Background: an optimization exercise with open tools, aiming at small area, a short achievable clock period and few clock cycles per item. Do not read the settings as production practice.
RTL that was checked went through simulation tests only; none was proved equivalent to the original.
No activity file was given, so power comes from the tool's default toggle rates.

==> build 16: inputs <==
==> flow/design.v (excerpt) <==
module gr_codec (
    input  wire        clk,
    input  wire        rst,
    input  wire        enc_in_valid,
    output wire        enc_in_ready,
    input  wire        enc_in_eos,
    input  wire [7:0]  enc_in_rank,
    output wire        enc_out_valid,
    input  wire        enc_out_ready,
    output wire [31:0] enc_out_word,
    output wire        enc_out_last,
    input  wire        dec_in_valid,
    output wire        dec_in_ready,
    input  wire [31:0] dec_in_word,
    output wire        dec_out_valid,
    input  wire        dec_out_ready,
    output wire [7:0]  dec_out_rank,
    output wire        dec_out_eos
);
clock: 10.0 ns
lec_check: 0
cap_margin: 20
core_margin: 2
core_utilization: 40
place_density: 0.6
setup_slack_margin: 4
slew_margin: 20
run.sh (not shown) runs the stock make flow with config.mk's settings and CLKGATE_MAP_FILE= SYNTH_SCRIPT=/design/flow/synth_recipe.tcl, a recipe that flattens the netlist after the stock synthesis.
==> inputs of build 44, as changes to build 16 <==
--- a/flow/design.v
+++ b/flow/design.v
@@ -47,79 +47,60 @@
     input  wire        in_eos,
     input  wire [7:0]  in_rank,
     output reg         out_valid,
     input  wire        out_ready,
     output reg  [31:0] out_word,
     output reg         out_last
 );
-    reg         f0v, f1v;
-    reg  [8:0]  f0, f1;       
-    assign in_ready = !f1v;
-    wire        push   = in_valid && !f1v;
     wire [8:0]  in_sym = in_eos ? 9'd256 : {1'b0, in_rank};
     reg         bv;
     reg  [8:0]  bq;           
     reg  [7:0]  btail;        
     reg  [5:0]  bqk;          
     reg         beos;
     reg  [30:0] acc;          
     reg  [4:0]  cnt;          
     reg  [2:0]  zc;           
     reg         flush;        
     wire [2:0]  k;
-    wire        a_eos  = f0[8];
-    wire [8:0]  a_q    = f0 >> k;
-    wire [6:0]  a_r    = f0[6:0] & ((7'd1 << k) - 7'd1);
+    wire        a_eos  = in_eos;
+    wire [8:0]  a_q    = in_sym >> k;
+    wire [6:0]  a_r    = in_sym[6:0] & ((7'd1 << k) - 7'd1);
     wire [5:0]  a_qk   = a_q[5:0] + {3'd0, k} + 6'd1;
     wire [5:0]  pos5   = {1'b0, cnt} + {1'b0, bq[4:0]};
     wire        zstep  = (bq[8:5] != 4'd0) || pos5[5];
     wire [3:0]  zw     = bq[8:5] + {3'd0, pos5[5]};         
     wire [5:0]  tot    = {1'b0, cnt} + bqk;
     wire        wfull  = tot[5];
     wire [7:0]  t0     = btail;
     wire [8:0]  t1     = pos5[0] ? {t0, 1'b0}  : {1'b0, t0};
     wire [10:0] t2     = pos5[1] ? {t1, 2'd0}  : {2'd0, t1};
     wire [14:0] t3     = pos5[2] ? {t2, 4'd0}  : {4'd0, t2};
     wire [22:0] t4     = pos5[3] ? {t3, 8'd0}  : {8'd0, t3};
     wire [38:0] t5     = pos5[4] ? {t4, 16'd0} : {16'd0, t4};
     wire [38:0] comb   = {8'd0, acc & {31{!zstep}}} | t5;
-    wire        zfit   = (tot[4:0] > pos5[4:0]) && !beos;
+    wire        zfit   = !(pos5[4] && pos5[3]) && !beos;
     wire        free   = !out_valid || out_ready;
     wire        zbusy  = (zc != 3'd0);
     wire        oslot  = free && !zbusy;                    
     wire        pk_out = flush || zstep || wfull || beos;   
     wire        pk_go  = (flush || bv) && (!pk_out || oslot);
     wire        bdone  = pk_go && !flush && (!zstep || zfit);
-    wire        bload  = f0v && (!bv || bdone);
+    wire        pk_goc = (flush || bv) && (!pk_out || (!out_valid && !zbusy));
+    assign in_ready = !bv || (pk_goc && !flush && (!zstep || zfit));
+    wire        bload  = in_valid && in_ready;
     gr_pe u_pe (
         .clk       (clk),
         .rst       (rst),
         .init      (bload && a_eos),
         .obs_valid (bload && !a_eos),
-        .obs_rank  (f0[7:0]),
+        .obs_rank  (in_rank),
         .k         (k)
     );
     always @(posedge clk) begin
-        if (rst) begin
-            f0v <= 1'b0;
-            f1v <= 1'b0;
-        end else if (!f0v || bload) begin
-            f0v <= f1v || push;
-            f1v <= 1'b0;
-        end else if (push) begin
-            f1v <= 1'b1;
-        end
-    end
-    always @(posedge clk) begin
-        if (!f0v || bload)
-            f0 <= f1v ? f1 : in_sym;
-        if (f0v && !bload && push)
-            f1 <= in_sym;
-    end
-    always @(posedge clk) begin
         if (rst)
             bv <= 1'b0;
         else if (bload)
             bv <= 1'b1;
         else if (bdone)
             bv <= 1'b0;
     end
@@ -246,25 +227,28 @@
             assign l1[gi] = p[1] ? l2[gi + 2] : l2[gi];
         end
         for (gi = 0; gi < W; gi = gi + 1) begin : g_l0
             assign raw[gi] = p[0] ? l1[gi + 1] : l1[gi];
             assign win[gi] = raw[gi] && (nv || (po <= 5'd31 - gi));
         end
     endgenerate
-    function [3:0] ctz;
-        input [W-1:0] v;
-        integer j;
-        begin
-            ctz = 4'd0;
-            for (j = W - 1; j >= 0; j = j - 1)
-                if (v[j]) ctz = j[3:0];
+    reg  [W-1:0] first;
+    reg  [3:0]  tz;
+    integer fi, fb;
+    always @(*) begin
+        for (fi = 0; fi < W; fi = fi + 1)
+            first[fi] = win[fi] && ((win & ((16'd1 << fi) - 16'd1)) == 16'd0);
+        for (fb = 0; fb < 4; fb = fb + 1) begin
+            tz[fb] = 1'b0;
+            for (fi = 0; fi < W; fi = fi + 1)
+                if ((fi >> fb) & 1)
+                    tz[fb] = tz[fb] | first[fi];
         end
-    endfunction
+    end
     wire        found = (win != {W{1'b0}});
-    wire [3:0]  tz    = ctz(win);
     wire [6:0]  lim_s = 7'd31 - {2'd0, po} - {4'd0, k};    
     wire [3:0]  lim_w = 4'd15 - {1'b0, k};
     wire [9:0]  thr   = (10'd256 >> k) - {1'b0, qacc};       
     reg  [W-1:0] m_s, m_fit, m_lo;
     integer mi;
     always @(*)
         for (mi = 0; mi < W; mi = mi + 1) begin
@@ -285,48 +269,36 @@
     wire [9:0]  q_8   = {1'b0, qacc} + 10'd8;
     wire [9:0]  q_z   = {1'b0, qacc} + {4'd0, z};
     wire        go    = cv && !retune;
     wire        emit  = go && fit && free;
     wire        zrun  = go && !fit && (!found || lo0);
     wire        dropx = emit && d_eos;
     wire        drop2 = dropx && !in_s;                  
-    wire [5:0]  p_nx  = fit ? p_fit : (found ? p_8 : p_z);
+    wire        sel_fit = emit && !d_eos;
     wire [9:0]  qz    = found ? q_8 : q_z;
+    wire [5:0]  p_zr  = found ? p_8 : p_z;
+    wire [5:0]  p_drp = drop2 ? {cur, 5'd0} : {!cur, 5'd0};
+    wire [5:0]  p_erl = dropx ? p_drp : (zrun ? p_zr : p);
+    wire [5:0]  p_d   = sel_fit ? p_fit : p_erl;
+    wire        clr_c = dropx || (sel_fit && (p_fit[5] != cur))
+                        || (zrun && (p_zr[5] != cur));
+    wire        clr0  = cur ? drop2 : clr_c;
+    wire        clr1  = cur ? clr_c : drop2;
     always @(posedge clk) begin
         if (rst) begin
             v0 <= 1'b0;
             v1 <= 1'b0;
             wp <= 1'b0;
             p  <= 6'd0;
         end else begin
-            if (dropx) begin
-                p <= drop2 ? {cur, 5'd0} : {!cur, 5'd0};
-                if (drop2) begin
-                    v0 <= 1'b0;
-                    v1 <= 1'b0;
-                end else if (cur)
-                    v1 <= 1'b0;
-                else
-                    v0 <= 1'b0;
-            end else if (emit || zrun) begin
-                p <= p_nx;
-                if (p_nx[5] != cur) begin
-                    if (cur)
-                        v1 <= 1'b0;
-                    else
-                        v0 <= 1'b0;
-                end
-            end
-            if (push) begin
+            p  <= p_d;
+            v0 <= (v0 && !clr0) || (push && !wp);
+            v1 <= (v1 && !clr1) || (push && wp);
+            if (push)
                 wp <= !wp;
-                if (wp)
-                    v1 <= 1'b1;
-                else
-                    v0 <= 1'b1;
-            end
         end
     end
     always @(posedge clk) begin
         if (push && !wp)
             w0 <= in_word;
         if (push && wp)
             w1 <= in_word;
@@ -346,23 +318,22 @@
             end
         end
     end
     always @(posedge clk) begin
         if (emit) begin
             o_win   <= win[W-1:1];
             o_tz    <= tz;
-            o_q     <= qacc[7:0];
+            o_q     <= qacc[7:0] + {4'd0, tz};
             o_k     <= k;
             out_eos <= d_eos;
         end
     end
     wire [W-2:0] o_u   = o_win >> o_tz;
     wire [6:0]  o_r    = o_u[6:0] & ((7'd1 << o_k) - 7'd1);
-    wire [7:0]  o_qt   = o_q + {4'd0, o_tz};
-    assign out_rank = out_eos ? 8'd0 : ((o_qt << o_k) | {1'b0, o_r});
+    assign out_rank = out_eos ? 8'd0 : ((o_q << o_k) | {1'b0, o_r});
     wire [15:0] sum_next = sum + {8'd0, out_rank};
     wire [7:0]  count_c  = clr ? 8'd0 : count;
     function [2:0] retune_k;
         input [15:0] s;
         begin
             if      (s[15]) retune_k = 3'd7;
             else if (s[14]) retune_k = 3'd6;
Settings changed: SETUP_SLACK_MARGIN 4 to 5.
==> inputs of trial 42, as changes to build 16 <==
--- a/flow/design.v
+++ b/flow/design.v
@@ -190,33 +190,28 @@
     input  wire        clk,
     input  wire        rst,
     input  wire        in_valid,
     output wire        in_ready,
     input  wire [31:0] in_word,
     output reg         out_valid,
     input  wire        out_ready,
-    output wire [7:0]  out_rank,
+    output reg  [7:0]  out_rank,
     output reg         out_eos
 );
     localparam W = 16;
     reg  [31:0] w0, w1;       
     reg         v0, v1;       
     reg         wp;           
     reg  [5:0]  p;            
     reg  [8:0]  qacc;         
-    reg  [W-2:0] o_win;
-    reg  [3:0]  o_tz;
-    reg  [7:0]  o_q;
-    reg  [2:0]  o_k;
     reg  [2:0]  k;
     reg  [7:0]  count;
     reg  [15:0] sum;
     reg         obs;          
     reg         retune;       
-    reg         clr;          
     wire        full  = v0 && v1;
     assign in_ready = !full;
     wire        push  = in_valid && !full;
     wire        free  = !out_valid || out_ready;
     wire        cur   = p[5];
     wire        cv    = cur ? v1 : v0;           
     wire        nv    = cur ? v0 : v1;           
@@ -258,43 +253,40 @@
             for (j = W - 1; j >= 0; j = j - 1)
                 if (v[j]) ctz = j[3:0];
         end
     endfunction
     wire        found = (win != {W{1'b0}});
     wire [3:0]  tz    = ctz(win);
     wire [6:0]  lim_s = 7'd31 - {2'd0, po} - {4'd0, k};    
-    wire [3:0]  lim_w = 4'd15 - {1'b0, k};
+    wire        s_neg = lim_s[6];
+    wire        s_big = !s_neg && (lim_s[5:4] != 2'd0);
+    wire [3:0]  lim_w = 4'd15 - {1'b0, k};                    
+    wire        in_s  = !s_neg && (s_big || tz <= lim_s[3:0]);
+    wire        fit   = found && (tz <= lim_w) && (nv || in_s);
     wire [9:0]  thr   = (10'd256 >> k) - {1'b0, qacc};       
-    reg  [W-1:0] m_s, m_fit, m_lo;
-    integer mi;
-    always @(*)
-        for (mi = 0; mi < W; mi = mi + 1) begin
-            m_s[mi]   = !lim_s[6] && (lim_s[5:0] >= mi);
-            m_fit[mi] = (mi <= lim_w) && (nv || m_s[mi]);
-            m_lo[mi]  = !thr[9] && (thr > mi);
-        end
-    wire        fit   = (win & m_fit) != {W{1'b0}};
-    wire        in_s  = (win & m_s) != {W{1'b0}};
-    wire        d_eos = (win & m_lo) == {W{1'b0}};
-    wire        lo0   = (win[7:0] == 8'd0);
+    wire        t_le0 = thr[9] || (thr == 10'd0);
+    wire        t_big = !t_le0 && (thr[8:4] != 5'd0);
+    wire        d_eos = t_le0 || (!t_big && tz >= thr[3:0]);
     wire [5:0]  p_k   = p + {3'd0, k} + 6'd1;
     wire [5:0]  p_fit = p_k + {2'd0, tz};
-    wire [5:0]  p_8   = p + 6'd8;
+    wire [5:0]  p_tz  = p + {2'd0, tz};
     wire        zfull = nv || (po <= 5'd16);
     wire [5:0]  p_z   = zfull ? p + 6'd16 : {!cur, 5'd0};
     wire [5:0]  z     = zfull ? 6'd16 : 6'd32 - {1'b0, po};
-    wire [9:0]  q_8   = {1'b0, qacc} + 10'd8;
-    wire [9:0]  q_z   = {1'b0, qacc} + {4'd0, z};
+    wire [W-1:0] u    = win >> tz;
+    wire [6:0]  r     = u[7:1] & ((7'd1 << k) - 7'd1);
+    wire [9:0]  qtot  = {1'b0, qacc} + {6'd0, tz};
+    wire [7:0]  d     = (qtot[7:0] << k) | {1'b0, r};
     wire        go    = cv && !retune;
     wire        emit  = go && fit && free;
-    wire        zrun  = go && !fit && (!found || lo0);
+    wire        zrun  = go && !fit;
     wire        dropx = emit && d_eos;
     wire        drop2 = dropx && !in_s;                  
-    wire [5:0]  p_nx  = fit ? p_fit : (found ? p_8 : p_z);
-    wire [9:0]  qz    = found ? q_8 : q_z;
+    wire [5:0]  p_nx  = fit ? p_fit : (found ? p_tz : p_z);
+    wire [9:0]  qz    = {1'b0, qacc} + (found ? {6'd0, tz} : {4'd0, z});
     always @(posedge clk) begin
         if (rst) begin
             v0 <= 1'b0;
             v1 <= 1'b0;
             wp <= 1'b0;
             p  <= 6'd0;
         end else begin
@@ -344,61 +336,52 @@
             end else if (zrun) begin
                 qacc      <= qz[8] ? 9'd256 : qz[8:0];
             end
         end
     end
     always @(posedge clk) begin
         if (emit) begin
-            o_win   <= win[W-1:1];
-            o_tz    <= tz;
-            o_q     <= qacc[7:0];
-            o_k     <= k;
-            out_eos <= d_eos;
+            out_rank <= d_eos ? 8'd0 : d;
+            out_eos  <= d_eos;
         end
     end
-    wire [W-2:0] o_u   = o_win >> o_tz;
-    wire [6:0]  o_r    = o_u[6:0] & ((7'd1 << o_k) - 7'd1);
-    wire [7:0]  o_qt   = o_q + {4'd0, o_tz};
-    assign out_rank = out_eos ? 8'd0 : ((o_qt << o_k) | {1'b0, o_r});
     wire [15:0] sum_next = sum + {8'd0, out_rank};
-    wire [7:0]  count_c  = clr ? 8'd0 : count;
     function [2:0] retune_k;
         input [15:0] s;
         begin
             if      (s[15]) retune_k = 3'd7;
             else if (s[14]) retune_k = 3'd6;
             else if (s[13]) retune_k = 3'd5;
             else if (s[12]) retune_k = 3'd4;
             else if (s[11]) retune_k = 3'd3;
             else if (s[10]) retune_k = 3'd2;
             else if (s[9])  retune_k = 3'd1;
             else            retune_k = 3'd0;
         end
     endfunction
     always @(posedge clk) begin
-        if (rst) begin
+        if (rst || dropx) begin
             k      <= 3'd3;
             count  <= 8'd0;
             sum    <= 16'd0;
             obs    <= 1'b0;
             retune <= 1'b0;
-            clr    <= 1'b0;
         end else begin
-            clr    <= dropx;
-            obs    <= emit && !d_eos;
-            retune <= emit && !d_eos && (count_c == 8'd255);
-            count  <= count_c + {7'd0, emit && !d_eos};
-            if (dropx)
-                k <= 3'd3;
-            else if (obs && retune)
-                k <= retune_k(sum_next);
-            if (clr || (obs && retune))
-                sum <= 16'd0;
-            else if (obs)
-                sum <= sum_next;
+            obs    <= emit;
+            retune <= emit && (count == 8'd255);
+            if (emit)
+                count <= count + 8'd1;
+            if (obs) begin
+                if (retune) begin
+                    k   <= retune_k(sum_next);
+                    sum <= 16'd0;
+                end else begin
+                    sum <= sum_next;
+                end
+            end
         end
     end
 endmodule
 module gr_codec (
     input  wire        clk,
     input  wire        rst,
     input  wire        enc_in_valid,
Settings changed: SETUP_SLACK_MARGIN 4 to 5.
==> summary.txt <==
| metric | build 16 | trial 42 | build 44 |
|---|---|---|---|
| Status | no timing/DRC/antenna violations | no timing/DRC/antenna violations | no timing/DRC/antenna violations |
| Count of inverters other than clock inverters in the layout | 94 | 99 | 96 |
| Die extent in x | 227.2 um | 223.5 um | 220.9 um |
| Total routed wire length on the met1 layer | 25.98 mm | 26.73 mm | 25.85 mm |
| Synthesized area per cell | 9.103 sq um | 9.006 sq um | 8.802 sq um |
| Total internal power | 3.125 mW | 3.746 mW | 3.192 mW |
| Timing-limited maximum frequency | 0.1745 GHz | 0.1778 GHz | 0.1991 GHz |
| Clock network fraction of design power | 0.234 | 0.175 | 0.211 |
| Hold_sp | u_enc.u_pe.sum[7] | u_enc.u_pe.sum[2] | u_enc.u_pe.sum[7] |
| Num sequential | 289 | 266 | 269 |
| Initial antenna violation count | 0 | 4 | 2 |
| Vias in the first global route | 16490 | 16880 | 16150 |
| Number of tapcells | 664 | 615 | 607 |
| Post-synthesis mux area share | 0.09883 | 0.09796 | 0.06778 |
| Worst clock skew on the final layout | 0.01892 ns | 0.01423 ns | 0.01092 ns |
| # clk buffers | 43 | 37 | 49 |
| Worst path required time | 10.47 ns | 10.46 ns | 10.48 ns |
| Register cell area after layout | 7483 sq um | 6809 sq um | 6915 sq um |
| Post-Route Utilization | 0.4601 | 0.5063 | 0.4884 |
| Latest clock arrival within the worst-skew pair | 0.55 ns | 0.59 ns | 0.60 ns |
| Switch share | 0.4090 | 0.4359 | 0.4081 |
Testbench counts of trial 42, summed over its fixed seeds: cycles 66,723, items 62,376.
Only the layout flow was run in build 16 and build 44; the RTL was not checked for function there.

==> separate check: timing with driven ports <==
Ports are ideal in the flow. The routed layouts listed here were re-timed in OpenROAD.
Step 1 assumes that a clkbuf_16 drives the clock port and a buf_2 every other input.
Step 2, shift: input delay + t, output delay - t, t = (earliest + latest rising clock arrival at the registers) / 2. This alone moves slack from input paths to output paths.
Slacks: ideal / step 1 / step 2; pairs: ideal / step 1.
| run | t, ns | slack for setup (ns) | worst setup path after step 2 |
|---|---|---|---|
| build 16 | 0.603 | 4.270 / 4.270 / 4.270 | register to register |
| build 44 | 0.653 | 4.976 / 4.972 / 4.649 | input to register |
| trial 42 | 0.647 | 4.377 / 4.377 / 4.377 | register to register |
After both steps setup and hold are still met in every run listed. The setup slack of build 44, which loses most, moves by -0.004 ns with the drivers and by -0.327 ns with both steps.
